From an optimization exercise on the open Yosys and OpenROAD flow, aimed at small area; shortcuts taken in it are not production practice.
Function was checked by simulation only, so behaviour that the tests miss may differ from the original.

$ cat flow/design.v
module ddscopex_ff_scale (
    input  wire [31:0] x,
    output wire [15:0] n,
    output wire        fail
);
    wire        sign = x[31];
    wire [7:0]  e    = x[30:23];
    wire [23:0] m    = {1'b1, x[22:0]};
    wire [30:0] q = {m, 7'd0} - {5'd0, m, 2'd0} + {7'd0, m};
    wire        top = q[30];
    wire        cy  = top ? (&q[14:6]) : (&q[14:5]);
    wire [15:0] hi  = q[30:15] + {15'd0, cy};
    wire [3:0]  sh  = 4'd4 - e[3:0];
    wire [15:0] s0  = sh[3] ? {8'd0, hi[15:8]} : hi;
    wire [15:0] s1  = sh[2] ? {4'd0, s0[15:4]} : s0;
    wire [15:0] s2  = sh[1] ? {2'd0, s1[15:2]} : s1;
    wire [15:0] s3  = sh[0] ? {1'd0, s2[15:1]} : s2;
    wire        big   = (e >= 8'd133);
    wire        tiny = (e <  8'd117);
    wire [15:0] mag   = tiny ? 16'd0 : s3;
    wire        over  = mag[15] & (~sign | (|mag[14:0]));
    assign fail = big | over;
    assign n    = sign ? (16'd0 - mag) : mag;
endmodule
module ddscopex_ff_div (
    input  wire [15:0] n,
    output wire [31:0] q
);
    wire        sign = n[15];
    wire [15:0] mag  = sign ? (16'd0 - n) : n;    
    wire        z3 = ~|mag[15:8];
    wire [15:0] m3 = z3 ? {mag[7:0], 8'd0} : mag;
    wire        z2 = ~|m3[15:12];
    wire [15:0] m2 = z2 ? {m3[11:0], 4'd0} : m3;
    wire        z1 = ~|m2[15:14];
    wire [15:0] m1 = z1 ? {m2[13:0], 2'd0} : m2;
    wire        z0 = ~m1[15];
    wire [15:0] norm = z0 ? {m1[14:0], 1'b0} : m1;
    wire        top = (norm[15:9] >= 7'd125);
    wire [6:0]  kk  = top ? 7'd124 : 7'd62;
    wire [23:0] lo  = {norm[8:0], 8'd0, kk};      
    wire [174:0] rem;                            
    wire [24:0] r;
    assign r[24]  = top;
    assign rem[6:0] = top ? (norm[15:9] + 7'd3) : norm[15:9];
    genvar i;
    generate
        for (i = 1; i < 25; i = i + 1) begin : g_step
            wire [7:0] t = {rem[7*i-1 -: 7], lo[24-i]};
            wire [7:0] s = t + 8'd3;              
            assign r[24-i] = s[7];
            assign rem[7*i+6 -: 7] = s[7] ? s[6:0] : t[6:0];
        end
    endgenerate
    wire [22:0] frac = top ? r[23:1] : r[22:0];
    wire [7:0]  expo = 8'd132 - {4'd0, z3, z2, z1, z0} + {7'd0, top};
    assign q = (n == 16'd0) ? 32'd0 : {sign, expo, frac};
endmodule
module ddscopex_can_codec (
    input  wire        clk,
    input  wire        rst,
    input  wire        ms_tick,
    input  wire        cmd_valid,
    input  wire [15:0] cmd,
    input  wire [31:0] data,
    output wire        cmd_ready,
    output wire        rsp_valid,
    output wire [3:0]  rsp_code,
    output wire [31:0] result,
    output wire        busy,
    output wire        tx_valid,
    output wire [10:0] tx_id,
    output wire        tx_rtr,
    output wire [3:0]  tx_dlc,
    output wire [63:0] tx_data,
    input  wire        tx_ready,
    input  wire        tx_ok,
    input  wire        rx_valid,
    input  wire [10:0] rx_id,
    input  wire        rx_rtr,
    input  wire [3:0]  rx_dlc,
    input  wire [63:0] rx_data,
    output wire        rx_ready
);
    localparam [3:0] C_OK = 4'd0, C_TIMEOUT = 4'd1, C_DEFAULTED = 4'd2, C_ERR_AXIS = 4'd3,
                     C_ERR_CMD = 4'd4, C_ERR_ID = 4'd5, C_ERR_DLC = 4'd6, C_ERR_OFFSET = 4'd7,
                     C_ERR_RANGE = 4'd8, C_ERR_SEND = 4'd9, C_ILLEGAL = 4'd10, C_ERR_NOFRAME = 4'd11;
    reg [10:0] frame_id;
    reg        frame_rtr;
    reg        frame_valid;
    reg [3:0]  frame_dlc;
    reg [63:0] tx_buf;
    reg [10:0] rx_id_q;
    reg [63:0] rx_buf;
    reg [31:0] result_q;
    reg [3:0]  last_code;
    reg        rsp_v;
    reg [15:0] timeout_ms;
    reg        silent;
    reg        st_tx;       
    reg        st_wait;     
    reg        st_hb;       
    wire idle = ~st_tx & ~st_wait;
    assign cmd_ready = idle & ~rst;
    assign busy      = ~idle;
    assign tx_valid  = st_tx & ~rst;
    assign rx_ready  = st_wait & ~rst;
    assign rsp_valid = rsp_v;
    assign rsp_code  = last_code;
    assign result    = result_q;
    assign tx_id     = frame_id;
    assign tx_rtr    = frame_rtr;
    assign tx_dlc    = frame_dlc;
    assign tx_data   = tx_buf;
    wire [4:0] opc = cmd[15:11];
    wire [2:0] off = cmd[10:8];
    wire op_nop    = (opc == 5'd0);
    wire op_enc    = (opc == 5'd1);
    wire op_dec    = (opc == 5'd2);
    wire op_clr    = (opc == 5'd3);
    wire op_dlc    = (opc == 5'd4);
    wire op_tmo    = (opc == 5'd5);
    wire op_pol    = (opc == 5'd6);
    wire op_pack   = (opc[4:3] == 2'b01) & (opc[2:0] != 3'd7);
    wire op_unpack = (opc[4:3] == 2'b10) & (opc[2:1] != 2'b11);
    wire op_xchg   = (opc == 5'd24);
    wire op_hb     = (opc == 5'd25);
    wire z10_8 = ~|cmd[10:8];
    wire z6_4  = ~|cmd[6:4];
    wire z3_2  = ~|cmd[3:2];
    wire low_z = z10_8 & ~cmd[7] & z6_4;           
    wire legal = ((op_nop | op_clr | op_tmo | op_xchg | op_hb) & low_z & z3_2 & ~cmd[1] & ~cmd[0])
               | ((op_enc | op_pol) & low_z & z3_2 & ~cmd[1])
               | (op_dec & low_z & z3_2 & ~(cmd[1] & cmd[0]))
               | (op_dlc & low_z)
               | (op_pack & ~cmd[7] & z6_4 & z3_2 & ~cmd[1] & ~cmd[0])
               | (op_unpack & z6_4 & z3_2 & ~cmd[1] & ~cmd[0]);
    wire w1 = (opc[2:0] == 3'd0) | (opc[2:0] == 3'd6);
    wire w2 = (opc[2:0] == 3'd1) | (opc[2:0] == 3'd5);
    wire off_bad = w1 ? 1'b0 : w2 ? (off == 3'd7) : (off > 3'd4);
    wire is_ffp  = opc[3] & opc[2] & (opc[1] ^ opc[0]);    
    wire [15:0] ff_n;
    wire        ff_fail;
    ddscopex_ff_scale u_scale (.x(data), .n(ff_n), .fail(ff_fail));
    wire [31:0] pv = is_ffp ? {data[31:16], ff_n} : data;
    wire [39:0] l1 = off[0] ? {pv[31:24], pv[23:0], pv[7:0]} : {pv[31:24], pv};
    wire [55:0] l2 = off[1] ? {l1, l1[15:0]} : {l1[39:24], l1};
    wire [63:0] l3 = off[2] ? {l2[31:0], l2[31:0]} : {l2[31:24], l2};
    wire [3:0] wmask = w1 ? 4'b0001 : w2 ? 4'b0011 : 4'b1111;
    wire [7:0] wbyte = {4'd0, wmask} << off;
    wire [63:0] src = cmd[7] ? tx_buf : rx_buf;
    wire [55:0] a4  = off[2] ? {src[55:32], src[63:32]} : src[55:0];
    wire [39:0] a2  = off[1] ? a4[55:16] : a4[39:0];
    wire [31:0] rd  = off[0] ? a2[39:8] : a2[31:0];
    wire [31:0] ff_q;
    ddscopex_ff_div u_div (.n(rd[15:0]), .q(ff_q));
    reg [31:0] unpack_val;
    always @(*) begin
        case (opc[2:0])
            3'd0:    unpack_val = {24'd0, rd[7:0]};
            3'd1:    unpack_val = {{16{rd[15]}}, rd[15:0]};
            3'd5:    unpack_val = ff_q;
            default: unpack_val = rd;
        endcase
    end
    wire [10:0] dec_id = cmd[1] ? frame_id : cmd[0] ? rx_id_q : data[10:0];
    wire axis_bad = |data[31:22];
    wire cid_bad  = |data[15:5];
    wire id_bad   = ~cmd[1] & ~cmd[0] & (|data[31:11]);
    wire dlc_bad  = cmd[3] & |cmd[2:0];
    wire tmo_bad  = |data[31:16];
    wire acc      = cmd_valid & idle;
    wire do_enc   = acc & legal & op_enc & ~axis_bad & ~cid_bad;
    wire do_dec   = acc & legal & op_dec & ~id_bad;
    wire do_clr   = acc & legal & op_clr;
    wire do_dlc   = acc & legal & op_dlc & ~dlc_bad;
    wire do_tmo   = acc & legal & op_tmo & ~tmo_bad;
    wire do_pol   = acc & legal & op_pol;
    wire do_pack  = acc & legal & op_pack & ~off_bad & ~(is_ffp & ff_fail);
    wire do_unp   = acc & legal & op_unpack & ~off_bad;
    wire do_xchg  = acc & legal & op_xchg & frame_valid;
    wire do_hb    = acc & legal & op_hb & ~axis_bad;
    reg [3:0] idle_code;
    always @(*) begin
        idle_code = C_OK;
        if (!legal)
            idle_code = C_ILLEGAL;
        else if (op_enc)
            idle_code = axis_bad ? C_ERR_AXIS : cid_bad ? C_ERR_CMD : C_OK;
        else if (op_dec)
            idle_code = id_bad ? C_ERR_ID : C_OK;
        else if (op_dlc)
            idle_code = dlc_bad ? C_ERR_DLC : C_OK;
        else if (op_tmo)
            idle_code = tmo_bad ? C_ERR_RANGE : C_OK;
        else if (op_pack | op_unpack)
            idle_code = off_bad ? C_ERR_OFFSET : (op_pack & is_ffp & ff_fail) ? C_ERR_RANGE : C_OK;
        else if (op_xchg)
            idle_code = C_ERR_NOFRAME;    
        else if (op_hb)
            idle_code = C_ERR_AXIS;       
    end
    wire [3:0]  timeout_code = silent ? C_DEFAULTED : C_TIMEOUT;
    wire        id_eq    = st_hb ? (rx_id == {rx_buf[21:16], 5'b00001}) : (rx_id == frame_id);
    wire        rx_match = st_wait & rx_valid & id_eq;
    wire [15:0] cnt_inc  = rx_buf[15:0] + 16'd1;
    wire        tick     = st_wait & ~st_hb & ~rx_match & ms_tick;
    wire        tmo_hit  = tick & (cnt_inc == timeout_ms);
    wire        tx_done  = st_tx & tx_ready;
    wire        tx_end   = tx_done & (~tx_ok | ~frame_rtr | (timeout_ms == 16'd0));
    wire [3:0]  tx_code  = ~tx_ok ? C_ERR_SEND : ~frame_rtr ? C_OK : timeout_code;
    wire        complete = (acc & ~do_xchg & ~do_hb) | tx_end | rx_match | tmo_hit;
    wire [3:0]  code     = idle ? idle_code : st_tx ? tx_code : rx_match ? C_OK : timeout_code;
    wire [7:0]  cap_en;
    genvar gb;
    generate
        for (gb = 0; gb < 8; gb = gb + 1) begin : g_cap
            assign cap_en[gb] = rx_dlc[3] | (rx_dlc[2:0] > gb);
        end
    endgenerate
    wire rx_clr = do_xchg & frame_rtr | do_hb | tmo_hit;
    always @(posedge clk) begin
        if (complete)
            last_code <= code;
        if (do_enc)
            frame_rtr <= cmd[0];
    end
    integer k;
    always @(posedge clk) begin
        if (rst) begin
            frame_id    <= 11'd0;
            frame_valid <= 1'b0;
            frame_dlc   <= 4'd0;
            tx_buf      <= 64'd0;
            rx_id_q     <= 11'd0;
            rx_buf      <= 64'd0;
            result_q    <= 32'd0;
            rsp_v       <= 1'b0;
            timeout_ms  <= 16'd5;
            silent      <= 1'b0;
            st_tx       <= 1'b0;
            st_wait     <= 1'b0;
            st_hb       <= 1'b0;
        end else begin
            rsp_v <= complete;
            if (do_enc) begin
                frame_id    <= {data[21:16], data[4:0]};
                frame_valid <= 1'b1;
            end
            if (do_clr)
                frame_dlc <= 4'd0;
            else if (do_dlc)
                frame_dlc <= cmd[3:0];
            if (do_tmo)
                timeout_ms <= data[15:0];
            if (do_pol)
                silent <= cmd[0];
            for (k = 0; k < 8; k = k + 1) begin
                if (do_clr)
                    tx_buf[8*k +: 8] <= 8'd0;
                else if (do_pack & wbyte[k])
                    tx_buf[8*k +: 8] <= l3[8*k +: 8];
            end
            if (do_dec)
                result_q <= {10'd0, dec_id[10:5], 11'd0, dec_id[4:0]};
            else if (do_unp)
                result_q <= unpack_val;
            if (rx_match) begin
                rx_id_q <= rx_id;
                for (k = 0; k < 8; k = k + 1)
                    rx_buf[8*k +: 8] <= cap_en[k] ? rx_data[8*k +: 8] : 8'd0;
            end else if (rx_clr) begin
                rx_buf <= {42'd0, (do_hb ? data[21:16] : 6'd0), 16'd0};
            end else if (tick) begin
                rx_buf[15:0] <= cnt_inc;
            end
            if (do_xchg) begin
                st_tx <= 1'b1;
            end else if (do_hb) begin
                st_wait <= 1'b1;
                st_hb   <= 1'b1;
            end else if (tx_done) begin
                st_tx   <= 1'b0;
                st_wait <= ~tx_end;
            end else if (rx_match | tmo_hit) begin
                st_wait <= 1'b0;
                st_hb   <= 1'b0;
            end
        end
    end
endmodule
$ cat flow/run.sh
#!/bin/bash
# synth_recipe.tcl (not shown) runs the flow's synth.tcl, then flattens the netlist and writes it again
# the make line also repeats each setting of config.mk as NAME=value (left out here)
make -C /OpenROAD-flow-scripts/flow DESIGN_CONFIG=/design/flow/config.mk WORK_HOME=/design/flow/orfs CLKGATE_MAP_FILE= SYNTH_SCRIPT=/design/flow/synth_recipe.tcl finish
$ cat flow/config.mk
export PLATFORM = sky130hd
export DESIGN_NAME = ddscopex_can_codec
export DESIGN_NICKNAME = ddscopex_can_codec
export VERILOG_FILES = /design/flow/design.v
export SDC_FILE = /design/flow/constraint.sdc
export NUM_CORES = 4
export LEC_CHECK = 0
export CAP_MARGIN = 20
export CORE_MARGIN = 2
export CORE_UTILIZATION = 40
export SLEW_MARGIN = 20
$ cat flow/constraint.sdc
create_clock -name core_clock -period 50.0 [get_ports {clk}]
set_input_delay 10.0000 -clock core_clock [delete_from_list [all_inputs] [get_ports {clk}]]
set_output_delay 10.0000 -clock core_clock [all_outputs]
set_load 0.01 [all_outputs]
==> metrics.csv, run 1 <==
stage,metric,value,unit
global_route,vias in the first global route,24750,
placed_design,detailed placement HPWL,76440,µm
synth,top post-synthesis cells by area,"dfxtp_1 (16%), mux2i_1 (7.5%), nor2_1 (6.6%), a21oi_1 (3.9%), nand2_1 (3.9%)",
hold_path,Hold Crit Class,register to register,
synth,Synth area leader,dfxtp_1,
critical_path,most frequent CP cell,ha_1,
die,Std-Cell Rows,92,
clocking,Root Buffer,clkbuf_16,
route,1st-pass router iterations,8,
die,Chip Width,256.3,µm
route,"wirelength, routed",98050,µm
synth,Post-synth top flop,dfxtp_1,
synth,area share of the largest cell type after synthesis,0.1636,
clocking,Resize count post-CTS,0,
clocking,Setup Buffers After CTS,0,
synth,Post-synth ARST share,0,
global_route,maximum number of pins on one net before global-route repair,74,
critical_path,element type at the critical path end,register,
critical_path,start point of the critical path,cmd[10],
sta,Final TNS setup,0,ns
sta,max-slew violation count,0,
hold_path,hold wc startpoint,result_q[28],
sta,"Setup violations, final",0,
clocking,CTS tree,done,
clocking,worst-skew pair later-pin latency,0.56,ns
sta,Least-Margin Pin Slew,1.108,ns
die,Initial Util,0.4043,
cells_and_area,share of cells above drive strength 1,0.09135,
synth,cells after synthesis,3353,
sta,fin worst setup slack,12.22,ns
sta,Max Freq,26.47,MHz
critical_path,Startpoint Class,primary input,
sta,Clock Skew,0.02724,ns
critical_path,R2R depth,91,
critical_path,CP endpoint,result_q[0],
synth,Synth warnings,1,
clocking,hold bufs inserted after CTS,0,
synth,"flops & latches, synth",213,
critical_path,Worst EP required,50.46,ns
die,Core Region,0.06297,mm²
outcome,status,timing/DRC/antenna clean,
cells_and_area,area of the multi-input gates,0.01982,mm²
route,via count,26970,
critical_path,worst reg2reg startpoint,tx_buf[32],
critical_path,reg2reg end,result_q[0],
route,1st-iter DRT viols,3161,
critical_path,"critical path fanouts, max",60,
cells_and_area,"commonest non-fill, non-tap cells in the layout","nor2_1 (445), nand2_1 (263), clkdlybuf4s50_1 (249), dfxtp_1 (208), a21oi_1 (199)",
clocking,CTS Buf Count,24,
route,Avg WL per Cell,22.63,µm
critical_path,critical path arrival,38.24,ns
synth,syn_nets,3570,
cells_and_area,"commonest non-fill, non-tap cell in the layout",nor2_1,
cells_and_area,final core utilization,0.4649,
synth,Post-synth EDFFs,5,
placed_design,Final GP Congestion,0.9906,
sta,fin crit period,37.78,ns
cells_and_area,fillcell total,6411,
critical_path,crit path kind,primary input to register,
sta,Hold Fails Final Rpt,0,
cells_and_area,Layout area overhead,14.97,%
die,DIE HEIGHT,256.3,µm
synth,"Seq/Total Area, Yosys",0.1695,
die,full die area,0.06568,mm²
synth,Syn Area/Cell,7.593,µm²
clocking,H-tree depth,1,
critical_path,"Slowest-stage cell, CP",nor3_2,
placed_design,pre-CTS WS,11.80,ns
clocking,CTS Sinks,213,
sta,unrepaired setup endpoints after global routing,no,
placed_design,placed cells,4284,
sta,Tcrit/Tclk final,0.7556,
global_route,initial antenna violation count,6,
synth,synth unique cells,148,
global_route,gr usage total,0.2838,
critical_path,flop2flop setup slack,22.56,ns
route,drt drc,0,
job,max-cap viol count,0,
route,vias per cell,6.224,
synth,mapped cell area,0.02546,mm²
sta,Slew Limit Headroom,0.2554,
global_route,global route total overflow,0,
global_route,first-pass GRT wire length,149100,µm
die,Top Ports,256,
placed_design,Port Buffers,254,
critical_path,max incr delay on CP,0.71,ns
cells_and_area,Nets,3681,
route,antenna-violating nets left,0,
clocking,CTS Buffer Depth,3,
cells_and_area,fin cells,4333,
cells_and_area,Seq. cell area,0.004314,mm²
clocking,"CTS clk-pin slew, worst paths",0.06,ns
==> critical path: cells and delay by family <==
family	cells	cell delay (ns)
and+or+nand+nor	28	8.72
AOI/OAI and AO/OA	30	8.83
xor gates and xnor gates	10	3.41
muxes	6	1.98
adders and majority gates	9	2.76
buffers and inverters	10	2.38
==> routing by layer <==
metal	global-route usage	part of all wire	vias up
met5	0	0	-
met4	0.1231	0.050	0
met3	0.02501	0.064	211
met2	0.4713	0.46	1054
met1	0.3754	0.42	12890
li1	-	-	12810
==> worst min-delay path by stage <==
stage / cells past startpoint / slack [ns] / end
after global routing: 2 / 0.50 / frame_dlc[2]
final: 2 / 0.48 / result_q[28]
after detailed placement: 2 / 0.47 / frame_dlc[2]
after CTS: 2 / 0.48 / frame_dlc[2]
after floorplan: 2 / 0.45 / rx_buf[19]
after global placement: 2 / 0.46 / frame_dlc[2]
==> cell type report <==
class	count	share of cell area
antenna	6	0.0005129
clock buffer	32	0.02223
clock inverter	11	0.005172
inverter	122	0.01564
multi-input combinational	2812	0.6772
sequential	213	0.1474
tap	846	0.03616
timing repair buffer	291	0.09566
==> synth_stat cells, drive strengths merged (13+ instances only) <==
master and n:
mux2i 192, a21o 51, nand3 94, dfxtp 208, or3 38, o32a 13
a31oi 37, a221oi 25, mux4 30, a211o 20, fa 16, o21ai 150
mux2 82, nor2b 26, a22oi 79, and3 38, o22ai 32, o31ai 21
a211oi 71, or2 31, nor4 44, clkbuf 136, and4 15, nor3 97
ha 66, buf 70, a21oi 203, nand2b 38, and2 44, a311oi 14
o211a 18, nor2 451, nand2 267, o221ai 18, o31a 18, xnor2 98
inv 122, xor2 58, o32ai 13, a31o 14, o211ai 32, o21a 28
o2111ai 14, nand4 35
==> kinds of logic (layout without fill, tap and decap cells) <==
family,Yosys count,count (layout),share of synthesized area
AND/OR/NAND/NOR,1275,1275,0.2477
multiplexers,304,304,0.1394
XOR/XNOR,157,157,0.05647
other,0,6,0
flip-flops,213,213,0.1695
adder cells (fa/ha/maj),82,82,0.04502
AO/OA/AOI/OAI,994,994,0.2885
buffers and inverters,328,456,0.05347
==> flip-flops by register name (all words and copies together) (netlist names), 4 cells and up <==
| signal | cells |
|---|---|
| last_code | 4 |
| frame_id | 11 |
| tx_buf | 64 |
| result_q | 32 |
| rx_buf | 64 |
| rx_id_q | 11 |
| frame_dlc | 4 |
| timeout_ms | 16 |
==> metrics by stage <==
| stage | area (µm²) | hold WS [ns] |
|---|---|---|
| 2_1_floorplan | 25460 | 0.4505 |
| 3_3_place_gp | 28450 | 0.4627 |
| 3_5_place_dp | 28450 | 0.4731 |
| 4_1_cts | 29250 | 0.4828 |
| 5_1_grt | 29260 | 0.4973 |
| 6_report | 29270 | 0.4757 |
==> run 2, diff against run 1 <==
==> flow/flow/run.sh (new file) <==
#!/bin/bash
# Own layout flow: the standard ORFS flow, with an area-oriented ABC mapping
# script in place of ORFS's abc_area.script. Everything else is ORFS's own.
set -euo pipefail
W=$(pwd)
rm -rf "$W/scripts_area"
cp -r "$FLOW_HOME/scripts" "$W/scripts_area"
cp "$W/flow/abc_area.script" "$W/scripts_area/abc_area.script"
bash "$W/standard.sh" SCRIPTS_DIR="$W/scripts_area" finish > "$W/orfs_make.log" 2>&1
==> flow/flow/abc_area.script (new file) <==
strash
&get -n
&st
&dch -f
&nf -a -R 1000
&st
&dch -f
&nf -a -R 1000
&st
&dch -f
&nf -a -R 1000
&put
topo
stime -c
==> flow/standard.sh (new file) <==
#!/bin/bash
# synth_recipe.tcl (not shown) runs the flow's synth.tcl, then flattens the netlist and writes it again
# the make line also repeats each setting of config.mk as NAME=value (left out here)
make -C /OpenROAD-flow-scripts/flow DESIGN_CONFIG=/design/flow/config.mk WORK_HOME=/design/flow/orfs CLKGATE_MAP_FILE= SYNTH_SCRIPT=/design/flow/synth_recipe.tcl "${@:-finish}"
--- a/flow/config.mk
+++ b/flow/config.mk
@@ -5,6 +5,7 @@
 export SDC_FILE = /design/flow/constraint.sdc
 export NUM_CORES = 4
 export LEC_CHECK = 0
+export ABC_AREA = 1
 export CAP_MARGIN = 20
 export CORE_MARGIN = 2
 export CORE_UTILIZATION = 40
removed: flow/run.sh
==> run 2 against run 1 <==
Critical path type unchanged. Critical endpoint is now result_q[1]. Setup slack worse by 8.5 ns. Via count down 27%. Still clean. Wire length is 27% lower. Largest cell class unchanged. Maximum frequency fell by 18%. Die area shrank 30%. Flip-flop and latch count did not move. Global-route usage up 1.3 points. Worst hold slack got worse by 0.027 ns. Final cell count fell by 22%.
==> metrics.csv, run 2 <==
stage,metric,value,unit,change
sta,fin crit period,46.30,ns,+8.517 ns
clocking,H-tree depth,1,,unchanged
hold_path,Hold Crit Class,register to register,,
synth,Synth warnings,1,,unchanged
sta,Clock Skew,0.05013,ns,+0.02288 ns
critical_path,reg2reg end,result_q[1],,
route,drt drc,0,,unchanged
clocking,CTS Sinks,213,,unchanged
route,via count,19760,,-27%
synth,mapped cell area,0.01776,mm²,-30%
sta,Final TNS setup,0,ns,unchanged
synth,top post-synthesis cells by area,"dfxtp_1 (23%), a21oi_1 (7.9%), nor2_1 (7.2%), o21ai_0 (6.8%), nand2_1 (6.7%)",,
critical_path,flop2flop setup slack,13.89,ns,-8.67 ns
synth,syn_nets,2689,,-25%
route,1st-pass router iterations,6,,-2
clocking,"CTS clk-pin slew, worst paths",0.06,ns,about the same
die,DIE HEIGHT,214.7,µm,-16%
global_route,global route total overflow,0,,unchanged
sta,Hold Fails Final Rpt,0,,unchanged
die,full die area,0.04610,mm²,-30%
die,Top Ports,256,,unchanged
critical_path,Startpoint Class,primary input,,
clocking,CTS tree,done,,
synth,area share of the largest cell type after synthesis,0.2345,,+0.07093
sta,"Setup violations, final",0,,unchanged
critical_path,max incr delay on CP,0.57,ns,-0.14 ns
route,"wirelength, routed",71810,µm,-27%
critical_path,"critical path fanouts, max",39,,-35%
cells_and_area,share of cells above drive strength 1,0.03531,,-0.05605
global_route,gr usage total,0.2970,,+0.01314
sta,Hold Slack,0.4487,ns,-0.02699 ns
hold_path,Hold Path End,frame_dlc[3],,
die,Initial Util,0.4033,,-0.001004
route,antenna-violating nets left,0,,unchanged
clocking,hold bufs inserted after CTS,0,,unchanged
sta,unrepaired setup endpoints after global routing,no,,
synth,cells after synthesis,2472,,-26%
global_route,initial antenna violation count,0,,-6
clocking,CTS Buffer Depth,3,,unchanged
placed_design,Port Buffers,254,,unchanged
critical_path,most frequent CP cell,nor2_1,,
sta,Max Freq,21.60,MHz,-18%
route,vias per cell,5.818,,-6.5%
job,max-cap viol count,0,,unchanged
placed_design,detailed placement HPWL,55940,µm,-27%
sta,Slew Limit Headroom,0.2709,,+0.01550
global_route,maximum number of pins on one net before global-route repair,74,,unchanged
cells_and_area,"commonest non-fill, non-tap cell in the layout",nor2_1,,
die,Std-Cell Rows,77,,-16%
synth,Syn Area/Cell,7.184,µm²,-5.4%
critical_path,critical path arrival,46.75,ns,+8.51 ns
global_route,first-pass GRT wire length,107200,µm,-28%
placed_design,Final GP Congestion,0.9446,,-4.6%
critical_path,CP top delay family,simple AND/OR/NAND/NOR gates,,
route,Avg WL per Cell,21.15,µm,-6.6%
cells_and_area,Layout area overhead,25.19,%,
sta,max-slew violation count,0,,unchanged
cells_and_area,biggest regs,"rx_buf x64, tx_buf x64, result_q x32",,
critical_path,element type at the critical path end,register,,
synth,most instantiated library cell after synthesis,nor2_1,,
cells_and_area,Nets,3003,,-18%
route,1st-iter DRT viols,2022,,-36%
clocking,CTS Buf Count,24,,unchanged
synth,"Seq/Total Area, Yosys",0.2429,,+0.07349
critical_path,CP bufs+invs,16,,+6
synth,synth unique cells,66,,-55%
synth,Post-synth EDFFs,5,,unchanged
critical_path,crit path kind,primary input to register,,
outcome,status,timing/DRC/antenna clean,,
synth,Post-synth top flop,dfxtp_1,,
sta,Least-Margin Pin Slew,1.090,ns,-0.01805 ns
hold_path,WHS Path Cells,2,,unchanged
synth,"flops & latches, synth",213,,unchanged
critical_path,worst reg2reg startpoint,tx_buf[32],,
hold_path,hold wc startpoint,frame_dlc[3],,
cells_and_area,ANT cells,0,,-6
die,Core Region,0.04403,mm²,-30%
synth,Post-synth ARST share,0,,unchanged
synth,Synth area leader,dfxtp_1,,
global_route,vias in the first global route,18050,,-27%
synth,list of most frequent post-synthesis cells,"nor2_1 (339), nand2_1 (315), a21oi_1 (282)",,
sta,Tcrit/Tclk final,0.9260,,+0.1703
placed_design,pre-CTS WS,2.368,ns,-9.437 ns
critical_path,"Slowest-stage cell, CP",mux2i_1,,
clocking,Root Buffer,clkbuf_16,,
critical_path,Worst EP required,50.45,ns,about the same
cells_and_area,fillcell total,4435,,-31%
sta,fin worst setup slack,3.701,ns,-8.517 ns
die,Chip Width,214.7,µm,-16%
cells_and_area,"commonest non-fill, non-tap cells in the layout","nor2_1 (337), nand2_1 (315), a21oi_1 (281), clkdlybuf4s50_1 (249), o21ai_0 (241)",,
critical_path,R2R depth,150,,+65%
clocking,worst-skew pair later-pin latency,0.57,ns,about the same
==> run 2: changes by cell type in the layout (fill, tap and decap cells not counted), moves of 55 or more <==
cell | previous run | this run
clkinv_1 | 0 | 115
mux2_2 | 55 | 0
a22oi_1 | 78 | 16
nor2_1 | 445 | 337
o21ai_0 | 122 | 241
a21oi_1 | 199 | 281
inv_1 | 114 | 0
mux2i_1 | 190 | 105
==> run 2: worst max path at each step <==
stage          startpoint     endpoint  slack, ns  depth (start not counted)
2_1_floorplan     cmd[10]  result_q[0]       6.41                        144
3_3_place_gp       cmd[7]  result_q[1]       3.01                        153
3_5_place_dp       cmd[7]  result_q[1]       2.37                        149
4_1_cts            cmd[7]  result_q[1]       2.78                        149
5_1_grt            cmd[7]  result_q[1]       0.02                        156
6_report           cmd[7]  result_q[1]       3.70                        152
==> run 2: tightest hold or removal path: stages, from the launching register on <==
cell and delay [ns]:
dfxtp_1 0.31, clkinv_1 0.04, a211oi_1 0.05
==> run 2: per-stage QoR <==
| stage | cells | utilization | instance area [µm²] |
|---|---|---|---|
| final | 3396 | 0.5049 | 22230 |
| after global routing | 3396 | 0.5049 | 22230 |
| after CTS | 3396 | 0.5033 | 22160 |
| after detailed placement | 3352 | 0.4839 | 21310 |
| after global placement | 3352 | 0.4838 | 21300 |
| after floorplan | 2472 | - | 17760 |
==> run 2: cell families after synthesis <==
group | count (synthesis) | share of synthesized area
AND/OR/NAND/NOR | 974 | 0.2476
buffers and inverters | 115 | 0.02431
multiplexers | 118 | 0.06806
XOR/XNOR | 182 | 0.08976
AO/OA/AOI/OAI | 788 | 0.2628
flip-flops | 213 | 0.2429
adder cells (fa/ha/maj) | 82 | 0.06454
==> run 2: metal layers <==
layer | global-route usage | wire length, µm
met1 | 0.4072 | 32070
met2 | 0.4567 | 30860
met3 | 0.05265 | 5340
met4 | 0.1287 | 3544
met5 | 0 | 0
==> run 2: layout make-up <==
type | count | area (µm²) | share of cell area
clock inverters | 12 | 172.7 | 0.007767
clock buffers | 32 | 680.7 | 0.03062
multi-input cells | 2144 | 13110 | 0.5897
well taps | 592 | 740.7 | 0.03332
flip-flops and latches | 213 | 4314 | 0.1941
repair buffers | 288 | 2778 | 0.1249
inverters | 115 | 435.4 | 0.01959
==> run 2: what timing repair did <==
item | CTS | global route
setup buffers | 0 | 0
endpoints found under the hold margin | 0 | 0
gates resized for setup | 0 | 9
endpoints found under the setup margin | 0 | 3
==> run 3, diff against run 2 <==
--- a/flow/design.v
+++ b/flow/design.v
@@ -6,10 +6,9 @@
     wire        sign = x[31];
     wire [7:0]  e    = x[30:23];
     wire [23:0] m    = {1'b1, x[22:0]};
-    wire [30:0] q = {m, 7'd0} - {5'd0, m, 2'd0} + {7'd0, m};
-    wire        top = q[30];
-    wire        cy  = top ? (&q[14:6]) : (&q[14:5]);
-    wire [15:0] hi  = q[30:15] + {15'd0, cy};
+    wire        top = (m >= 24'd8589935);
+    wire [30:0] qa  = {m, 7'd0} - {5'd0, m, 2'd0} + {7'd0, m} + (top ? 31'd64 : 31'd32);
+    wire [15:0] hi  = qa[30:15];
     wire [3:0]  sh  = 4'd4 - e[3:0];
     wire [15:0] s0  = sh[3] ? {8'd0, hi[15:8]} : hi;
     wire [15:0] s1  = sh[2] ? {4'd0, s0[15:4]} : s0;
@@ -37,22 +36,20 @@
     wire        z0 = ~m1[15];
     wire [15:0] norm = z0 ? {m1[14:0], 1'b0} : m1;
     wire        top = (norm[15:9] >= 7'd125);
-    wire [6:0]  kk  = top ? 7'd124 : 7'd62;
-    wire [23:0] lo  = {norm[8:0], 8'd0, kk};      
+    wire [30:0] dd  = top ? {1'b0, norm, 14'd62} : {norm, 15'd62};
     wire [174:0] rem;                            
-    wire [24:0] r;
-    assign r[24]  = top;
-    assign rem[6:0] = top ? (norm[15:9] + 7'd3) : norm[15:9];
+    wire [23:0] r;
+    assign rem[6:0] = dd[30:24];                 
     genvar i;
     generate
         for (i = 1; i < 25; i = i + 1) begin : g_step
-            wire [7:0] t = {rem[7*i-1 -: 7], lo[24-i]};
+            wire [7:0] t = {rem[7*i-1 -: 7], dd[24-i]};
             wire [7:0] s = t + 8'd3;              
             assign r[24-i] = s[7];
             assign rem[7*i+6 -: 7] = s[7] ? s[6:0] : t[6:0];
         end
     endgenerate
-    wire [22:0] frac = top ? r[23:1] : r[22:0];
+    wire [22:0] frac = r[22:0];
     wire [7:0]  expo = 8'd132 - {4'd0, z3, z2, z1, z0} + {7'd0, top};
     assign q = (n == 16'd0) ? 32'd0 : {sign, expo, frac};
 endmodule
@@ -97,10 +94,11 @@
     reg        rsp_v;
     reg [15:0] timeout_ms;
     reg        silent;
-    reg        st_tx;       
-    reg        st_wait;     
-    reg        st_hb;       
-    wire idle = ~st_tx & ~st_wait;
+    reg [1:0]  fsm;         
+    wire idle    = (fsm == 2'd0);
+    wire st_tx   = (fsm == 2'd1);
+    wire st_wait = fsm[1];
+    wire st_hb   = (fsm == 2'd3);
     assign cmd_ready = idle & ~rst;
     assign busy      = ~idle;
     assign tx_valid  = st_tx & ~rst;
@@ -238,9 +236,7 @@
             rsp_v       <= 1'b0;
             timeout_ms  <= 16'd5;
             silent      <= 1'b0;
-            st_tx       <= 1'b0;
-            st_wait     <= 1'b0;
-            st_hb       <= 1'b0;
+            fsm         <= 2'd0;
         end else begin
             rsp_v <= complete;
             if (do_enc) begin
@@ -274,18 +270,14 @@
             end else if (tick) begin
                 rx_buf[15:0] <= cnt_inc;
             end
-            if (do_xchg) begin
-                st_tx <= 1'b1;
-            end else if (do_hb) begin
-                st_wait <= 1'b1;
-                st_hb   <= 1'b1;
-            end else if (tx_done) begin
-                st_tx   <= 1'b0;
-                st_wait <= ~tx_end;
-            end else if (rx_match | tmo_hit) begin
-                st_wait <= 1'b0;
-                st_hb   <= 1'b0;
-            end
+            if (do_xchg)
+                fsm <= 2'd1;
+            else if (do_hb)
+                fsm <= 2'd3;
+            else if (tx_done)
+                fsm <= tx_end ? 2'd0 : 2'd2;
+            else if (rx_match | tmo_hit)
+                fsm <= 2'd0;
         end
     end
 endmodule
==> flow/flow/run.sh (replaced) <==
#!/bin/bash
# Own layout flow: the standard ORFS flow with
#  - an area-oriented ABC mapping script in place of ORFS's abc_area.script,
#  - port buffers of the smallest buffer cell,
#  - clock tree synthesis without dummy loads.
# Each ORFS step writes its full log under orfs/logs; make's output goes to
# orfs_make.log.
set -euo pipefail
W=$(pwd)
rm -rf "$W/scripts_area"
cp -r "$FLOW_HOME/scripts" "$W/scripts_area"
cp "$W/flow/abc_area.script" "$W/scripts_area/abc_area.script"
bash "$W/standard.sh" SCRIPTS_DIR="$W/scripts_area" \
    "BUFFER_PORTS_ARGS=-buffer_cell sky130_fd_sc_hd__buf_1" \
    "CTS_ARGS=-sink_clustering_enable -repair_clock_nets -dont_use_dummy_load" \
    finish > "$W/orfs_make.log" 2>&1
--- a/flow/config.mk
+++ b/flow/config.mk
@@ -8,5 +8,5 @@
 export ABC_AREA = 1
 export CAP_MARGIN = 20
 export CORE_MARGIN = 2
-export CORE_UTILIZATION = 40
+export CORE_UTILIZATION = 50
 export SLEW_MARGIN = 20
==> run 3 against run 2 <==
Setup slack lost 0.068 ns. First-iteration DRC count shrank 15%. Register-to-register slack lost 0.18 ns. Area after synthesis shrank 2.4%. Flip-flop and latch count shrank 1. Utilization grew 7.7 points. Count of clock-buffer cells in the layout shrank 5. Maximum frequency shrank 0.15%. Wire length shrank 5.1%. Clock skew grew 0.0051 ns. Critical endpoint is now result_q[0]. Largest cell class unchanged. Highest routed layer unchanged.
==> metrics.csv, run 3 <==
stage,metric,value,unit,change
hold_path,Hold Crit Class,register to register,,
placed_design,detailed placement HPWL,53180,µm,-4.9%
hold_path,hold wc startpoint,rx_buf[34],,
synth,cells after synthesis,2381,,-3.7%
critical_path,Startpoint Class,primary input,,
clocking,CTS tree,done,,
synth,list of most frequent post-synthesis cells,"nand2_1 (322), nor2_1 (289), a21oi_1 (270)",,
route,1st-pass router iterations,6,,unchanged
cells_and_area,share of cells above drive strength 1,0.03433,,-0.0009767
job,max-cap viol count,0,,unchanged
synth,Post-synth ARST share,0,,unchanged
global_route,met1 usage,0.4564,,+0.04925
synth,Adder-Cell Fraction of Synth Area,0.06696,,+0.002426
synth,mapped cell area,0.01734,mm²,-2.4%
sta,Tcrit/Tclk final,0.9273,,+0.001350
clocking,CTS Sinks,212,,-0.47%
sta,Hold Fails Final Rpt,0,,unchanged
critical_path,start point of the critical path,cmd[10],,
sta,Max Freq,21.57,MHz,-0.15%
sta,Least-Margin Pin Slew,1.053,ns,-0.03626 ns
sta,unrepaired setup endpoints after global routing,no,,
critical_path,worst reg2reg startpoint,tx_buf[51],,
synth,Syn Area/Cell,7.282,µm²,+1.4%
die,Std-Cell Rows,68,,-12%
synth,Synth area leader,dfxtp_1,,
route,drt drc,0,,unchanged
critical_path,CP endpoint,result_q[0],,
cells_and_area,Layout area overhead,15.35,%,
critical_path,crit path kind,primary input to register,,
clocking,worst-skew pair later-pin latency,0.56,ns,about the same
critical_path,reg2reg end,result_q[0],,
sta,max-slew violation count,0,,unchanged
synth,Synth Area in Compound Gates,0.2427,,-0.02006
global_route,met3 Usage GRT,0.06036,,+0.007707
global_route,global route total overflow,0,,unchanged
sta,Slew Limit Headroom,0.2977,,+0.02685
global_route,gr usage total,0.3649,,+0.06790
sta,Hold Slack,0.4501,ns,+0.001409 ns
synth,most instantiated library cell after synthesis,nand2_1,,
placed_design,Final GP Congestion,0.9827,,+4.0%
synth,Synth warnings,1,,unchanged
route,"wirelength, routed",68140,µm,-5.1%
critical_path,most frequent CP cell,xnor2_1,,
die,Initial Util,0.5044,,+0.1011
route,antenna-violating nets left,0,,unchanged
clocking,CTS Buffer Depth,3,,unchanged
synth,area share of the largest cell type after synthesis,0.2390,,+0.004514
sta,Final TNS setup,0,ns,unchanged
die,Top Ports,256,,unchanged
critical_path,critical path arrival,46.75,ns,about the same
synth,Post-Synth Simple-Gate Area,0.2547,,+0.007068
route,1st-iter DRT viols,1723,,-15%
route,vias per cell,6.107,,+5.0%
synth,"flops & latches, synth",212,,-0.47%
synth,largest family of logic cells by synthesized area,simple AND/OR/NAND/NOR gates,,
synth,top post-synthesis cells by area,"dfxtp_1 (24%), a21oi_1 (7.8%), nand2_1 (7.0%), mux2i_1 (6.4%), o21ai_0 (6.3%)",,
critical_path,"Slowest-stage cell, CP",or2_0,,
critical_path,"critical path fanouts, max",28,,-28%
sta,fin crit period,46.37,ns,+0.06751 ns
clocking,Setup Buffers After CTS,0,,unchanged
global_route,vias in the first global route,17810,,-1.4%
cells_and_area,biggest regs,"rx_buf x64, tx_buf x64, result_q x32",,
critical_path,R2R depth,149,,-0.67%
global_route,maximum number of pins on one net before global-route repair,100,,+35%
synth,Post-synth EDFFs,5,,unchanged
die,DIE HEIGHT,190.2,µm,-11%
clocking,"CTS clk-pin slew, worst paths",0.05,ns,about the same
synth,"Seq/Total Area, Yosys",0.2477,,+0.004718
critical_path,Worst EP required,50.38,ns,-0.07 ns
outcome,status,timing/DRC/antenna clean,,
clocking,Root Buffer,clkbuf_16,,
die,Chip Width,190.2,µm,-11%
cells_and_area,"commonest non-fill, non-tap cell in the layout",nand2_1,,
placed_design,Port Buffers,254,,unchanged
global_route,Most Crowded Layer GR,met2,,
route,via count,19340,,-2.1%
synth,multiplexer share of the synthesized area,0.07584,,+0.007779
clocking,hold bufs inserted after CTS,0,,unchanged
sta,Clock Skew,0.05518,ns,+0.005052 ns
clocking,CTS Buf Count,27,,+13%
critical_path,flop2flop setup slack,13.71,ns,-0.18 ns
global_route,initial antenna violation count,3,,+3
die,Core Region,0.03437,mm²,-22%
die,full die area,0.03618,mm²,-22%
cells_and_area,"commonest non-fill, non-tap cells in the layout","nand2_1 (322), nor2_1 (289), a21oi_1 (267), buf_1 (249), o21ai_0 (217)",,
critical_path,element type at the critical path end,register,,
global_route,met2 GRT Util,0.6224,,+0.1657
cells_and_area,Nets,2928,,-2.5%
synth,Post-synth top flop,dfxtp_1,,
synth,syn_nets,2598,,-3.4%
sta,"Setup violations, final",0,,unchanged
global_route,first-pass GRT wire length,102100,µm,-4.8%
clocking,Resize count post-CTS,0,,unchanged
route,Avg WL per Cell,21.52,µm,+1.8%
synth,post-synthesis xor/xnor area fraction,0.08789,,-0.001871
critical_path,max incr delay on CP,0.61,ns,+0.04 ns
clocking,H-tree depth,1,,unchanged
synth,synth unique cells,61,,-7.6%
==> run 3: cell types whose count changed in the layout (fill, tap and decap cells not counted), moves of 11 or more <==
cell | before | now
buf_1 | 0 | 249
o221a_1 | 2 | 17
clkdlybuf4s50_1 | 249 | 0
and3_1 | 28 | 16
nor2_1 | 337 | 289
a211oi_1 | 75 | 38
nand3_1 | 44 | 57
o21ai_0 | 241 | 217
a21oi_1 | 281 | 267
xnor2_1 | 111 | 98
nor3_1 | 54 | 65
==> run 3: logic make-up (layout without fill, tap and decap cells) <==
group           after synthesis  in the layout
compound gates              711            711
simple gates                963            963
other cells                   1              3
flops                       212            212
fa+ha+maj                    82             82
xor+xnor                    174            174
buf+inv                     111            439
mux                         127            127
==> run 3: area by class of cell <==
type / count / area [µm²]
antenna: 2 / 5.005
clock buffer: 27 / 675.6
fill: 3457 / 14370
inverter: 111 / 416.7
multi-input combinational: 2058 / 12700
sequential: 212 / 4294
tap: 455 / 569.3
timing repair buffer: 301 / 1338
==> run 3: stage by stage <==
stage | util | worst slack [ns] | area [µm²] | instances
6_report | 0.5819 | 3.634 | 20000 | 3166
5_1_grt | 0.5817 | 0.06264 | 20000 | 3164
4_1_cts | 0.5800 | 2.661 | 19940 | 3163
3_5_place_dp | 0.5604 | 2.349 | 19260 | 3136
3_3_place_gp | 0.5603 | 3.081 | 19260 | 3136
2_1_floorplan | - | 7.192 | 17340 | 2381
==> run 3: how the worst min path moves through the flow <==
stage | to | slack [ns] | cells after the start
finish | rx_buf[34] | 0.45 | 2
detailed placement | rx_buf[43] | 0.45 | 2
CTS | rx_buf[35] | 0.45 | 2
global placement | rx_buf[31] | 0.44 | 2
floorplan | rx_buf[55] | 0.42 | 2
global route | rx_buf[50] | 0.47 | 2
==> run 3: worst max-delay path, delay by kind of cell <==
family	cells	cell delay (ns)
and+or+nand+nor	80	17.70
xor gates and xnor gates	36	10.76
AOI/OAI and AO/OA	18	3.78
buffers and inverters	14	3.00
muxes	3	1.10
adders and majority gates	1	0.30
==> run 3: routing by layer <==
layer	vias to the layer above	part of all wire
li1	9260	-
met1	9061	0.40
met2	848	0.47
met3	166	0.084
met4	0	0.049
met5	-	0
==> run 4, diff against run 3 <==
==> flow/flow/run.sh (replaced) <==
#!/bin/bash
# Own layout flow: the standard ORFS flow with
#  - an area-oriented ABC mapping script in place of ORFS's abc_area.script,
#  - adders left to ABC (no ADDER_MAP_FILE full/half-adder cell mapping),
#  - port buffers of the smallest buffer cell,
#  - clock tree synthesis without dummy loads.
# Registers are the standard synthesis's: only the combinational mapping
# changes. Each ORFS step writes its full log under orfs/logs; make's output
# goes to orfs_make.log.
set -euo pipefail
W=$(pwd)
rm -rf "$W/scripts_area"
cp -r "$FLOW_HOME/scripts" "$W/scripts_area"
cp "$W/flow/abc_area.script" "$W/scripts_area/abc_area.script"
bash "$W/standard.sh" SCRIPTS_DIR="$W/scripts_area" ADDER_MAP_FILE= \
    "BUFFER_PORTS_ARGS=-buffer_cell sky130_fd_sc_hd__buf_1" \
    "CTS_ARGS=-sink_clustering_enable -repair_clock_nets -dont_use_dummy_load" \
    finish > "$W/orfs_make.log" 2>&1
==> flow/flow/abc_area.script (replaced) <==
strash
dch -f
amap
strash
dch -f
amap
strash
dch -f
amap
topo
stime -c
==> run 4 against run 3 <==
Synthesized cell count is 4.0% lower. Critical path type unchanged. Critical path depth increased by 28. Final cell count fell by 5.3%. Still clean on timing, DRC and antenna. Maximum frequency is 1.6% higher. Flip-flop and latch count unchanged.
==> metrics.csv, run 4 <==
stage,metric,value,unit,change
synth,largest family of logic cells by synthesized area,compound AO/OA/AOI/OAI gates,,
sta,Hold Fails Final Rpt,0,,unchanged
route,1st-pass router iterations,8,,+2
synth,list of most frequent post-synthesis cells,"nor2_1 (442), dfxtp_1 (207), o22ai_1 (207)",,
critical_path,"critical path fanouts, max",45,,+61%
clocking,CTS Buf Count,25,,-7.4%
synth,cells after synthesis,2285,,-4.0%
die,Initial Util,0.5081,,+0.003637
clocking,H-tree depth,1,,unchanged
die,Std-Cell Rows,64,,-5.9%
die,Chip Width,180.5,µm,-5.1%
route,Avg WL per Cell,22.69,µm,+5.4%
synth,area share of the largest cell type after synthesis,0.2659,,+0.02694
critical_path,Startpoint Class,primary input,,
critical_path,element type at the critical path end,register,,
die,DIE HEIGHT,180.5,µm,-5.1%
cells_and_area,post-route cell area,0.01806,mm²,-9.7%
placed_design,DP Area,0.01732,mm²,-10%
synth,Syn Area/Cell,6.819,µm²,-6.4%
sta,Max Freq,21.91,MHz,+1.6%
placed_design,Port Buffers,254,,unchanged
placed_design,detailed placement HPWL,51470,µm,-3.2%
synth,top post-synthesis cells by area,"dfxtp_1 (27%), nor2_1 (11%), o22ai_1 (8.3%), a21oi_1 (6.2%), o21ai_0 (5.8%)",,
clocking,CTS Buffer Depth,3,,unchanged
global_route,gr usage total,0.3914,,+0.02651
synth,Synth warnings,1,,unchanged
sta,Least-Margin Pin Slew,1.046,ns,-0.006972 ns
sta,Tcrit/Tclk final,0.9127,,-0.01468
cells_and_area,"commonest non-fill, non-tap cell in the layout",nor2_1,,
synth,Post-Synth Simple-Gate Area,0.2382,,-0.01650
sta,max-slew violation count,0,,unchanged
critical_path,max incr delay on CP,0.56,ns,-0.05 ns
cells_and_area,Nets,2737,,-6.5%
synth,synth unique cells,52,,-15%
cells_and_area,final core utilization,0.5889,,+0.006989
critical_path,"Slowest-stage cell, CP",or4b_1,,
synth,Synth Area in Compound Gates,0.4369,,+0.1941
route,antenna-violating nets left,0,,unchanged
clocking,"CTS clk-pin slew, worst paths",0.06,ns,about the same
synth,mapped cell area,0.01558,mm²,-10%
route,drt drc,0,,unchanged
synth,Post-synth top flop,dfxtp_1,,
outcome,status,timing/DRC/antenna clean,,
sta,Clock Skew,0.01738,ns,-0.03780 ns
synth,post-synthesis xor/xnor area fraction,0.001686,,-0.08621
critical_path,Worst EP required,50.47,ns,+0.09 ns
cells_and_area,fin cells,2997,,-5.3%
cells_and_area,share of cells above drive strength 1,0.03500,,+0.0006700
synth,"Seq/Total Area, Yosys",0.2756,,+0.02792
global_route,maximum number of pins on one net before global-route repair,68,,-32%
global_route,global route total overflow,0,,unchanged
cells_and_area,biggest regs,"rx_buf x64, tx_buf x64, result_q x32",,
placed_design,Final GP Congestion,0.9947,,+1.2%
route,via count,20300,,+5.0%
synth,Synth area leader,dfxtp_1,,
critical_path,critical path arrival,46.10,ns,-0.65 ns
route,1st-iter DRT viols,2468,,+43%
die,Top Ports,256,,unchanged
cells_and_area,Layout area overhead,15.90,%,
sta,fin crit period,45.63,ns,-0.7338 ns
global_route,first-pass GRT wire length,102100,µm,about the same
placed_design,placed cells,2967,,-5.4%
route,"wirelength, routed",68000,µm,-0.21%
sta,"Setup violations, final",0,,unchanged
hold_path,Hold Crit Class,register to register,,
die,full die area,0.03259,mm²,-9.9%
clocking,Root Buffer,clkbuf_16,,
clocking,CTS tree,done,,
route,vias per cell,6.775,,+11%
clocking,hold bufs inserted after CTS,0,,unchanged
critical_path,most frequent CP cell,nor2_1,,
global_route,initial antenna violation count,2,,-1
synth,syn_nets,2420,,-6.9%
synth,most instantiated library cell after synthesis,nor2_1,,
synth,Adder-Cell Fraction of Synth Area,0,,-0.06696
synth,"flops & latches, synth",212,,unchanged
synth,multiplexer share of the synthesized area,0,,-0.07584
die,Core Region,0.03067,mm²,-11%
critical_path,crit path kind,primary input to register,,
synth,Post-synth ARST share,0,,unchanged
sta,Slew Limit Headroom,0.3024,,+0.004647
clocking,CTS Sinks,212,,unchanged
synth,Post-synth EDFFs,5,,unchanged
clocking,worst-skew pair later-pin latency,0.54,ns,-0.02 ns
job,max-cap viol count,0,,unchanged
global_route,vias in the first global route,17910,,+0.61%
cells_and_area,"commonest non-fill, non-tap cells in the layout","nor2_1 (437), buf_1 (249), dfxtp_1 (207), o22ai_1 (206), nand2_1 (193)",,
## run 4: cell types whose count changed in the layout (fill, tap and decap cells not counted), sizes merged, moves of 78 or more
cell    change
a21oi      -78
clkinv     +82
xnor2      -97
nand2     -128
o22ai     +182
mux2i     -110
nor2      +153
## run 4: final timing paths
path                                 start          end  slack [ns]  cells after the start
worst max-delay path                cmd[9]  result_q[0]        4.37                    180
worst min-delay path            rx_buf[45]   rx_buf[45]        0.49                      2
worst max register to register  rx_buf[57]  result_q[0]       14.48                    177
worst min register to register  rx_buf[45]   rx_buf[45]        0.49                      2
## run 4: logic make-up after synthesis
| logic type | after synthesis |
|---|---|
| flip-flops | 212 |
| AO/OA/AOI/OAI | 1011 |
| buffers and inverters | 198 |
| XOR/XNOR | 3 |
| AND/OR/NAND/NOR | 861 |
## run 4: area by class of cell
type | count | area [µm²]
fill | 3047 | 12610
multi-input combinational | 1875 | 10640
sequential | 212 | 4294
timing repair buffer | 290 | 1239
inverter | 198 | 762.0
clock buffer | 25 | 625.6
tap | 396 | 495.5
antenna | 1 | 2.502
## run 4: metrics by stage
step | setup TNS [ns] | setup WS, ns | hold WS, ns
after floorplan | 0 | 7.636 | 0.4462
after global placement | 0 | 3.006 | 0.4630
after detailed placement | 0 | 2.390 | 0.4737
after CTS | 0 | 2.721 | 0.4889
after global routing | -0.1459 | -0.1459 | 0.5194
final | 0 | 4.367 | 0.4921
## run 4: metal layers
layer	GRT usage	wire, µm	vias to the layer above	part of all wire
li1	-	-	9483	-
met1	0.5319	28090	9359	0.41
met2	0.6008	28980	1244	0.43
met3	0.07963	7536	216	0.11
met4	0.1703	3378	2	0.050
met5	0	13	-	0.00019
## run 4: worst max-delay path, delay by kind of cell
kind,cells,cell delay [ns]
simple gates,97,18.39
compound gates,54,11.71
buf+inv,29,5.93
## run 4: timing repair
item                                    4_1_cts  5_1_grt
buffers inserted                              0        4
endpoints found under the setup margin        0        4
resized for setup                             0       20
==> run 5, diff against run 4 <==
--- a/flow/design.v
+++ b/flow/design.v
@@ -51,7 +51,7 @@
     endgenerate
     wire [22:0] frac = r[22:0];
     wire [7:0]  expo = 8'd132 - {4'd0, z3, z2, z1, z0} + {7'd0, top};
-    assign q = (n == 16'd0) ? 32'd0 : {sign, expo, frac};
+    assign q = {sign, norm[15] ? expo : 8'd0, frac};
 endmodule
 module ddscopex_can_codec (
     input  wire        clk,
==> flow/flow/run.sh (replaced) <==
#!/bin/bash
# Own layout flow: the standard ORFS flow with
#  - an area-oriented ABC mapping script in place of ORFS's abc_area.script,
#  - adders left to ABC (no ADDER_MAP_FILE full/half-adder cell mapping),
#  - port buffers of the smallest buffer cell,
#  - clock tree synthesis with clkbuf_16 buffers, larger sink clusters and
#    without dummy loads.
# Registers are the standard synthesis's: only the combinational mapping
# changes. Each ORFS step writes its full log under orfs/logs; make's output
# goes to orfs_make.log.
set -euo pipefail
W=$(pwd)
rm -rf "$W/scripts_area"
cp -r "$FLOW_HOME/scripts" "$W/scripts_area"
cp "$W/flow/abc_area.script" "$W/scripts_area/abc_area.script"
bash "$W/standard.sh" SCRIPTS_DIR="$W/scripts_area" ADDER_MAP_FILE= \
    "BUFFER_PORTS_ARGS=-buffer_cell sky130_fd_sc_hd__buf_1" \
    "CTS_ARGS=-sink_clustering_enable -repair_clock_nets -dont_use_dummy_load -buf_list sky130_fd_sc_hd__clkbuf_16 -sink_clustering_size 25 -sink_clustering_max_diameter 150" \
    finish > "$W/orfs_make.log" 2>&1
--- a/flow/config.mk
+++ b/flow/config.mk
@@ -6,7 +6,7 @@
 export NUM_CORES = 4
 export LEC_CHECK = 0
 export ABC_AREA = 1
-export CAP_MARGIN = 20
+export CAP_MARGIN = 0
 export CORE_MARGIN = 2
 export CORE_UTILIZATION = 50
-export SLEW_MARGIN = 20
+export SLEW_MARGIN = 0
==> run 5 against run 4 <==
Maximum frequency shrank 0.88%. Wire length decreased by 1.9%. Worst hold slack lost 0.026 ns. Global-route usage is 0.59 points higher. Setup slack lost 0.41 ns. Highest routed layer is now met4.
==> metrics.csv, run 5 <==
stage,metric,value,unit,change
outcome,status,timing/DRC/antenna clean,,
cells_and_area,fillcell total,3101,,+1.8%
sta,Tcrit/Tclk final,0.9208,,+0.008142
global_route,initial antenna violation count,1,,-1
sta,Least-Margin Pin Slew,1.259,ns,+0.2122 ns
critical_path,Worst EP required,50.41,ns,-0.06 ns
clocking,worst-skew pair later-pin latency,0.51,ns,-0.03 ns
die,full die area,0.03205,mm²,-1.7%
synth,syn_nets,2431,,+0.45%
route,drt drc,0,,unchanged
cells_and_area,"commonest non-fill, non-tap cell in the layout",nor2_1,,
route,Avg WL per Cell,22.28,µm,-1.8%
synth,Post-synth EDFFs,5,,unchanged
critical_path,crit path kind,primary input to register,,
route,via count,20000,,-1.5%
global_route,Most Crowded Layer GR,met2,,
route,1st-pass router iterations,9,,+1
cells_and_area,Nets,2733,,-0.15%
placed_design,DP Area,0.01706,mm²,-1.5%
sta,Final TNS setup,0,ns,unchanged
cells_and_area,Seq. cell area,0.004294,mm²,unchanged
synth,Post-synth top flop,dfxtp_1,,
sta,Max Freq,21.72,MHz,-0.88%
synth,synth unique cells,50,,-3.8%
die,Initial Util,0.5047,,-0.003419
global_route,first-pass GRT wire length,98930,µm,-3.1%
synth,mapped cell area,0.01532,mm²,-1.7%
clocking,Setup Buffers After CTS,0,,unchanged
synth,most instantiated library cell after synthesis,nor2_1,,
sta,Slew Limit Headroom,0.1532,,-0.1492
sta,fin crit period,46.04,ns,+0.4071 ns
synth,Synth area leader,dfxtp_1,,
die,DIE HEIGHT,179.0,µm,-0.84%
critical_path,"critical path fanouts, max",52,,+16%
cells_and_area,post-route cell area,0.01744,mm²,-3.5%
clocking,CTS Buf Count,12,,-52%
critical_path,"Slowest-stage cell, CP",o21ai_0,,
sta,unrepaired setup endpoints after global routing,no,,
global_route,met1 usage,0.5502,,+0.01825
synth,"Seq/Total Area, Yosys",0.2804,,+0.004795
critical_path,Startpoint Class,primary input,,
placed_design,Port Buffers,254,,unchanged
clocking,CTS Buffer Depth,3,,unchanged
hold_path,Hold Crit Class,register to register,,
sta,max-slew violation count,0,,unchanged
route,vias per cell,6.681,,-1.4%
sta,Clock Skew,0.04104,ns,+0.02366 ns
global_route,vias in the first global route,17070,,-4.7%
global_route,met2 GRT Util,0.5998,,-0.0009236
global_route,global route total overflow,0,,unchanged
critical_path,critical path arrival,46.45,ns,+0.35 ns
synth,"flops & latches, synth",212,,unchanged
die,Core Region,0.03035,mm²,-1.0%
placed_design,detailed placement HPWL,51420,µm,about the same
placed_design,Final GP Congestion,1.021,,+2.7%
job,max-cap viol count,0,,unchanged
route,"wirelength, routed",66680,µm,-1.9%
cells_and_area,share of cells above drive strength 1,0.02658,,-0.008421
clocking,H-tree depth,1,,unchanged
cells_and_area,"commonest non-fill, non-tap cells in the layout","nor2_1 (490), o22ai_1 (262), buf_1 (250), dfxtp_1 (207), clkinv_1 (198)",,
synth,cells after synthesis,2296,,+0.48%
clocking,Root Buffer,clkbuf_16,,
critical_path,most frequent CP cell,nor2_1,,
synth,Synth warnings,1,,unchanged
global_route,met3 Usage GRT,0.08991,,+0.01028
cells_and_area,Layout area overhead,13.85,%,
cells_and_area,biggest regs,"rx_buf x64, tx_buf x64, result_q x32",,
critical_path,max incr delay on CP,0.58,ns,+0.02 ns
die,Top Ports,256,,unchanged
clocking,CTS tree,done,,
route,antenna-violating nets left,0,,unchanged
synth,area share of the largest cell type after synthesis,0.2706,,+0.004627
global_route,maximum number of pins on one net before global-route repair,77,,+13%
route,1st-iter DRT viols,2739,,+11%
clocking,CTS Sinks,212,,unchanged
synth,Post-synth ARST share,0,,unchanged
critical_path,element type at the critical path end,register,,
global_route,gr usage total,0.3973,,+0.005870
sta,"Setup violations, final",0,,unchanged
cells_and_area,area of the multi-input gates,0.01036,mm²,-2.6%
die,Chip Width,179.0,µm,-0.84%
synth,top post-synthesis cells by area,"dfxtp_1 (27%), nor2_1 (12%), o22ai_1 (11%), a21oi_1 (5.8%), o21ai_0 (5.8%)",,
die,Std-Cell Rows,64,,unchanged
synth,Syn Area/Cell,6.671,µm²,-2.2%
synth,list of most frequent post-synthesis cells,"nor2_1 (492), o22ai_1 (263), dfxtp_1 (207)",,
clocking,"CTS clk-pin slew, worst paths",0.10,ns,+0.04 ns
sta,Hold Fails Final Rpt,0,,unchanged
## run 5: layout make-up
cell class / count / share of cell area
multi-input cells: 1882 / 0.5943
flip-flops and latches: 212 / 0.2463
repair buffers: 288 / 0.06975
inverters: 202 / 0.04392
well taps: 396 / 0.02842
clock buffers: 12 / 0.01722
diodes: 1 / 0.0001435
## run 5: logic make-up (layout without fill, tap and decap cells)
kind of cell    count (synthesis)  count (layout)  share of synthesized area
compound gates                977             977                     0.4170
xor+xnor                        5               5                   0.002859
buf+inv                       202             502                    0.04951
flops                         212             212                     0.2804
other cells                     0               1                          0
simple gates                  900             900                     0.2503
## run 5: per-layer routing
| metal | share of wire | up-vias |
|---|---|---|
| li1 | - | 9375 |
| met1 | 0.41 | 9136 |
| met2 | 0.42 | 1298 |
| met3 | 0.12 | 188 |
| met4 | 0.041 | 0 |
| met5 | 0 | - |
## run 5: final timing paths
kind / startpoint / cells after the start / endpoint / slack, ns
worst max-delay path: cmd[10] / 180 / result_q[0] / 3.96
worst min-delay path: rx_buf[58] / 2 / rx_buf[58] / 0.47
worst max register to register: rx_buf[56] / 176 / result_q[0] / 14.37
worst min register to register: rx_buf[58] / 2 / rx_buf[58] / 0.47
## run 5: through the flow
stage	setup WS, ns	instances	hold WS (ns)	util
2_1_floorplan	7.078	2296	0.4237	-
3_3_place_gp	3.174	2980	0.4435	0.5623
3_5_place_dp	2.494	2980	0.4472	0.5623
4_1_cts	2.739	2992	0.4665	0.5721
5_1_grt	0.05763	2992	0.4885	0.5745
6_report	3.960	2993	0.4663	0.5745
## run 5: critical path, delay by kind of cell
kind,cells,cell delay (ns)
simple gates,97,17.70
compound gates,52,12.68
buf+inv,31,6.00
## run 5: timing repair
item                                    in CTS  in global routing
hold buffers                                 0                  0
endpoints found under the setup margin       0                  3
resized for setup                            0                 18

[what the ideal ports hide]
The results above use ideal ports. As a check the final layouts listed here were re-extracted and re-timed, cells and wires unchanged.
Step 1 (the two cells are an assumption about what drives the block):
set clk [get_ports {clk}]
set_driving_cell -lib_cell sky130_fd_sc_hd__clkbuf_16 $clk
set_driving_cell -lib_cell sky130_fd_sc_hd__buf_2 [delete_from_list [all_inputs] $clk]
Step 2 moves the port delays by t, midway between the first and last clock arrival at a register: inputs arrive t later, outputs are due t later. That takes back most of the time a late clock gives input paths.
Slacks: ideal ports / drivers / drivers and shift; pairs: ideal ports / drivers.
run	t, ns	setup slack, ns	latest minus earliest clock arrival (ns)	pins driven straight from the clock port
run 1	0.602	12.218 / 12.248 / 11.646	0.028 / 0.028	1
run 2	0.606	3.701 / 3.734 / 3.128	0.051 / 0.050	1
run 3	0.589	3.634 / 3.666 / 3.078	0.056 / 0.055	1
run 4	0.583	4.367 / 4.401 / 3.817	0.017 / 0.017	1
run 5	0.543	3.960 / 3.986 / 3.442	0.041 / 0.041	1
After both steps every run listed still meets setup and hold. The setup slack of run 2, which loses most, moves by +0.033 ns with the drivers and by -0.573 ns with both steps.
